This design comes from an exercise in tuning for small area, a short achievable clock period and few clock cycles per item on the open sky130 flow, not from production work.
Power is estimated from default activity; no workload was simulated.

## ember
// chunk_decoder
module chunk_decoder (
    input  wire        clk,
    input  wire        rst,         
    input  wire        in_valid,
    input  wire [7:0]  in_data,
    output wire        in_ready,
    output wire        out_valid,
    input  wire        out_ready,
    output wire        out_hdr,
    output wire [3:0]  out_kind,
    output wire [23:0] out_value,
    output wire [8:0]  out_len,
    output wire [7:0]  out_data,
    output wire        fault,
    output wire [7:0]  fault_tag
);
Size in the first run: about 2200 flip-flops, ~69 I/O pins, roughly 54000 um2 of cells after synthesis.
clock: 7.0 ns
lec_check: 0
cap_margin: 20
core_margin: 2
core_utilization: 40
setup_slack_margin: 4.0
slew_margin: 20
run.sh (not shown) runs the stock make flow with config.mk's settings and CLKGATE_MAP_FILE= SYNTH_SCRIPT=/design/flow/synth_recipe.tcl, a recipe that flattens the netlist after the stock synthesis.
What garnet does differently from ember at the input level:
--- a/flow/design.v
+++ b/flow/design.v
@@ -320,34 +320,33 @@
         if (s_pay && q0v) begin
             beat = 1'b1;
             b_value = {16'h0000, q0};
             pop = 2'd1;
             rem_nx = rem_m1;
             if (rem == 8'd1) begin n_pay = 1'b0; n_tag = 1'b1; end
         end
     end
     wire [1:0] pop_g = o_free ? pop : 2'd0;
-    wire       p_1   = o_free & (pop == 2'd1);
-    wire       p_2   = o_free & (pop == 2'd2);
-    wire       p_0   = ~(p_1 | p_2);
-    wire       o_ld  = o_free & beat;
-    wire       o_vl  = o_free & vload & ~beat;
     reg [7:0]    qn [0:QD-1];
     reg [QD-1:0] qvn;
     reg [7:0]    c0, c1, c2;
     reg [QD-1:0] v0, v1, v2;
     wire [QD:0]  qvp = {qv, 1'b1};     
     always @(*) begin
         for (i = 0; i < QD; i = i + 1) begin
             c0 = (take && qvp[i] && !qv[i]) ? rd_d : qm[i];
             c1 = (i + 1 < QD) ? ((take && qv[i] && !qvp[i+2]) ? rd_d : qm[(i+1)%QD]) : rd_d;
             c2 = (i + 2 < QD) ? ((take && qvp[i+2] && !qvp[i+3]) ? rd_d : qm[(i+2)%QD]) : rd_d;
-            qn[i] = ({8{p_0}} & c0) | ({8{p_1}} & c1) | ({8{p_2}} & c2);
+            case (pop_g)
+                2'd1:    qn[i] = c1;
+                2'd2:    qn[i] = c2;
+                default: qn[i] = c0;
+            endcase
         end
         v0 = qv | (take ? {qv[QD-2:0], 1'b1} : {QD{1'b0}});
         v1 = {1'b0, qv[QD-1:1]} | (take ? qv : {QD{1'b0}});
         v2 = {2'b0, qv[QD-1:2]} | (take ? {1'b0, qv[QD-1:1]} : {QD{1'b0}});
         case (pop_g)
             2'd1:    qvn = v1;
             2'd2:    qvn = v2;
             default: qvn = v0;
         endcase
@@ -361,20 +360,20 @@
     wire       ins0_1 = take & qv[0] & ~qv[1];
     wire       ins1_1 = take & qv[1] & ~qv[2];
     wire       ins2_1 = take & qv[2] & ~qv[3];
     wire [6:0] f0_c0 = ins0_0 ? dec_rd : f0;
     wire [6:0] f0_c1 = ins1_0 ? dec_rd : dec_q1;
     wire [6:0] f0_c2 = ins2_0 ? dec_rd : dec_q2;
     wire       nz1_c0 = ins0_1 ? dec_rd[1] : f1nz;
     wire       nz1_c1 = ins1_1 ? dec_rd[1] : dec_q2[1];
     wire       nz1_c2 = ins2_1 ? dec_rd[1] : (qm[3] != 8'd0);
-    wire [6:0] f0_n   = ({7{p_0}} & f0_c0) | ({7{p_1}} & f0_c1) | ({7{p_2}} & f0_c2);
-    wire       f1nz_n = (p_0 & nz1_c0) | (p_1 & nz1_c1) | (p_2 & nz1_c2);
+    wire [6:0] f0_n  = (pop_g == 2'd1) ? f0_c1 : (pop_g == 2'd2) ? f0_c2 : f0_c0;
+    wire       f1nz_n = (pop_g == 2'd1) ? nz1_c1 : (pop_g == 2'd2) ? nz1_c2 : nz1_c0;
     reg [7:0] wn0, wn1, wn2;
     wire [1:0] wpop = {1'b0, wr};
     always @(*) begin
         if (wr) begin wn0 = w1; wn1 = w2; wn2 = w2; end
         else    begin wn0 = w0; wn1 = w1; wn2 = w2; end
         if (a_push) begin
             case (wcnt - wpop)
                 2'd0: wn0 = a_d;
                 2'd1: wn1 = a_d;
@@ -394,24 +393,28 @@
         if (o_free) begin
             t_e1   <= t_e1_nx;
             t_reg  <= t_nx;
             b1_reg <= b1_nx;
             tk     <= tk_nx;
             need   <= need_nx;
             rem    <= rem_nx;
             u7     <= u7_nx;
         end
-        fault_tag_r <= ({8{a_is_bad}} & a_d) | ({8{fault_r}} & fault_tag_r);
-        {o_kind, o_len} <= ({13{o_ld}} & {b_kind, b_len}) |
-                           ({13{~o_free}} & {o_kind, o_len});
-        o_hdr <= ~rst & ((o_ld & beat_hdr) | (~o_free & o_hdr));
-        o_value <= ({24{o_ld}} & b_value) | ({24{o_vl}} & val_nx) |
-                   ({24{~(o_ld | o_vl)}} & o_value);
+        if (a_is_bad) fault_tag_r <= a_d;
+        if (o_free && beat) begin
+            o_hdr   <= beat_hdr;
+            o_kind  <= b_kind;
+            o_len   <= b_len;
+        end
+        if (o_free && beat)
+            o_value <= b_value;
+        else if (o_free && vload)
+            o_value <= val_nx;
         if (rst) begin
             in_ready_r <= 1'b1;
             stop       <= 1'b0;
             a_v        <= 1'b0;
             need_tag   <= 1'b1;
             need_len   <= 1'b0;
             rem_in     <= 8'd0;
             cin        <= 9'd0;
             fault_r    <= 1'b0;
## What came out
ember and garnet all finish clean.
Diff ember -> garnet: global-route usage saw a decrease; met2 layer wire length in the routed design has decreased; worst setup slack increased 0.16 ns; share of final layout cell area taken by clock buffers and inverters lost 0.31 points; post-CTS clock slew at the launch and capture registers of the worst setup and hold paths held.
garnet and ember ended up with roughly the same final instance area.
Measured against each other, ember and garnet differ in post-route minimum period, the higher figure coming from ember.
garnet: logic gate share of total power 3.2 points below ember
ember → garnet: synthesized cell count went down, combined buffer and inverter count along the critical path went down.
Function was not checked in any run of this note: the RTL went through the layout flow alone.

afterwards: timing with drivers on the ports:
The results above use ideal ports. As a check the final layouts listed here were re-extracted and re-timed, cells and wires unchanged.
Step 1: set_driving_cell puts a clkbuf_16 on clk and a buf_2 on each other input, an assumption about the parent block.
Step 2 times the ports against the registers' clock, not the clock port: input delays grow and output delays shrink by t, the midpoint of the rising clock arrivals with the driver on.
Three values: ideal ports, drivers, drivers and shift; two values: the first two.
| run | t (ns) | setup slack, ns | hold WS [ns] | slew at the worst register clock pin (ns) | cell pins on the clock port's net |
|---|---|---|---|---|---|
| ember | 0.847 | 3.839 / 3.771 / 2.924 | 0.301 / 0.301 / 0.301 | 0.07 / 0.07 | 1 |
| garnet | 0.829 | 3.995 / 3.931 / 3.308 | 0.307 / 0.307 / 0.307 | 0.07 / 0.07 | 1 |
After both steps setup and hold are still met in every run listed. For ember, which loses most, drivers alone change the setup slack by -0.068 ns; drivers and shift together by -0.915 ns.
